Background: an optimization exercise with open tools, aiming at small area, a short achievable clock period and few clock cycles per item. Do not read the settings as production practice. Function was checked by simulation only, so behaviour that the tests miss may differ from the original. No activity file was given, so power comes from the tool's default toggle rates.

== before ==
Design crc_engine, start of the top module:
module crc_engine (
    input  wire        clk,
    input  wire        rst,
    input  wire        cmd_valid,
    output wire        cmd_ready,
    input  wire [7:0]  cmd_op,
    input  wire [31:0] cmd_acc,
    input  wire [15:0] cmd_len,
    input  wire        data_valid,
    output wire        data_ready,
    input  wire [31:0] data,
    output wire        rsp_valid,
    input  wire        rsp_ready,
    output wire [3:0]  rsp_status,
    output wire [31:0] rsp_value
);
==> flow/config.mk <==
export PLATFORM = sky130hd
export DESIGN_NAME = crc_engine
export DESIGN_NICKNAME = crc_engine
export VERILOG_FILES = /design/flow/design.v
export SDC_FILE = /design/flow/constraint.sdc
export NUM_CORES = 4
export LEC_CHECK = 0
export CAP_MARGIN = 20
export CORE_MARGIN = 2
export CORE_UTILIZATION = 40
export CTS_BUF_LIST = sky130_fd_sc_hd__clkbuf_4 sky130_fd_sc_hd__clkbuf_8
export SETUP_SLACK_MARGIN = 2.6
export SLEW_MARGIN = 20
export SYNTH_HIERARCHICAL = 1
export SYNTH_MEMORY_MAX_BITS = 16384
==> flow/constraint.sdc <==
create_clock -name core_clock -period 5.0 [get_ports {clk}]
set_input_delay 1.0000 -clock core_clock [delete_from_list [all_inputs] [get_ports {clk}]]
set_output_delay 1.0000 -clock core_clock [all_outputs]
set_load 0.01 [all_outputs]
standard.sh (not shown) runs the stock make flow with config.mk's settings and CLKGATE_MAP_FILE= SYNTH_SCRIPT=/design/flow/synth_recipe.tcl, a recipe that flattens the netlist after the stock synthesis.
==> flow/flow/run.sh <==
#!/bin/bash
# The standard layout, with plain buffers on the ports: buffer_ports picks a
# clock delay cell by default, which is larger and slower than buf_1.
set -euo pipefail
bash standard.sh synth > synth.log 2>&1
export BUFFER_PORTS_ARGS="-buffer_cell sky130_fd_sc_hd__buf_1"
bash standard.sh > layout.log 2>&1
Testbench counts of before, summed over its fixed seeds: cycles 106,086, bytes 379,321.
The inputs of after differ from those of before as listed below.
-- flow/design.v --
<<< before, line 591
    reg         first;     
    reg         pend;      
    reg         ones;      
    reg  [13:0] cnt;       
    reg  [1:0]  kl;        
    reg         lastw;     
    reg  [1:0]  j;         
    reg  [31:0] y;
    wire rsp_take = rv & rsp_ready;
>>> after, line 591
    reg         first;     
    reg         pend;      
    reg  [1:0]  km;        
    reg  [1:0]  xm;        
    reg  [13:0] cnt;       
    reg  [1:0]  kl;        
    reg         lastw;     
    reg  [1:0]  j;         
    reg  [1:0]  zc;        
    reg  [31:0] y;
    wire rsp_take = rv & rsp_ready;
<<< before, line 624
    wire fin_phase = pend & ~busy;                      
    wire zmode     = fin_phase & ~is16 & (kl != 2'd0);
    wire last_red  = fin_phase & (is16 | (kl == 2'd0) | (cnt[1:0] == 2'd1));
    wire fixup     = first & nodata;                    
    wire respond   = last_red | fixup;
>>> after, line 626
    wire fin_phase = pend & ~busy;                      
    wire zmode     = fin_phase & ~is16 & (kl != 2'd0);
    wire last_red  = fin_phase & (is16 | (kl == 2'd0) | (zc == 2'd1));
    wire fixup     = first & nodata;                    
    wire respond   = last_red | fixup;
<<< before, line 630
    wire s16 = pend & is16;
    wire sz  = zmode;
    wire [1:0] km = {~is16 & ~inv & ~(fin & ones), ~inv & ~ones};
    wire [1:0] xm = {fin & ones, ones};
    wire sy_h = ~pend & ~idle & ~rsp_take & (~first | km[1]);
    wire sy_l = ~pend & ~idle & ~rsp_take & (~first | km[0]);
>>> after, line 632
    wire s16 = pend & is16;
    wire sz  = zmode;
    wire sy_h = ~pend & ~idle & ~rsp_take & (~first | km[1]);
    wire sy_l = ~pend & ~idle & ~rsp_take & (~first | km[0]);
<<< before, line 674
            fin    <= op_c | op_f;
            nodata <= ~op_data | len0;
            ones   <= op_c | op_g;
            kl     <= cmd_len[1:0];
            cnt    <= cmd_len[15:2];
            lastw  <= (cmd_len[1:0] == 2'd0) ? (cmd_len[15:2] == 14'd1)
                                             : (cmd_len[15:2] == 14'd0);
        end else if (hs & lastw) begin
            cnt    <= {12'd0, kl};
        end else if (hs | zmode) begin
            cnt    <= cnt - 14'd1;
            lastw  <= lastw_next;
        end
    end
    always @(posedge clk) begin
>>> after, line 674
            fin    <= op_c | op_f;
            nodata <= ~op_data | len0;
            km     <= {op_a | op_f, op_a | op_f | op_h};
            xm     <= {op_c, op_c | op_g};
            kl     <= cmd_len[1:0];
            cnt    <= cmd_len[15:2];
            lastw  <= (cmd_len[1:0] == 2'd0) ? (cmd_len[15:2] == 14'd1)
                                             : (cmd_len[15:2] == 14'd0);
        end else if (hs) begin
            cnt    <= cnt - 14'd1;
            lastw  <= lastw_next;
        end
        if (hs & lastw)
            zc <= kl;
        else if (zmode)
            zc <= zc - 2'd1;
    end
    always @(posedge clk) begin
==> notes.md <==
after has completed all stages; timing, DRC and antenna checks passed.
before closes out successfully: all stages finished, all timing, DRC and antenna checks passed.
after against before: clock insertion delay at the later pin of the skew report barely changed; highest achievable clock rate barely changed; worst setup slack climbed 0.0070 ns; total routing resource utilization after global routing climbed 0.24 points; total design power climbed 12%.
Delta (after minus before): hold slack now larger; final clock period utilization by the worst path was more or less identical; share of the synthesized netlist area taken by xor and xnor gates fell by 1.1 points.
Testbench counts of after, summed over its fixed seeds: cycles 106,086, bytes 379,321.

re-timing with driven ports:
The results above use ideal ports. As a check the final layouts listed here were re-extracted and re-timed, cells and wires unchanged.
Step 1 sets driving cells, clkbuf_16 on the clock port and buf_2 on the other inputs (assumed; they add their load-dependent delay and slew).
Step 2 also shifts input and output timing later by t, the mid clock arrival at the registers, as if the neighbouring blocks saw the same clock.
Three values: ideal, step 1, step 2; two values: the first two.
run | t (ns) | slack for setup (ns) | worst setup path after step 2
before | 0.396 | 2.510 / 2.470 / 2.280 | input to register
after | 0.407 | 2.517 / 2.482 / 2.279 | input to register
After both steps setup and hold are still met in every run listed. The setup slack of after, which loses most, moves by -0.035 ns with the drivers and by -0.238 ns with both steps.
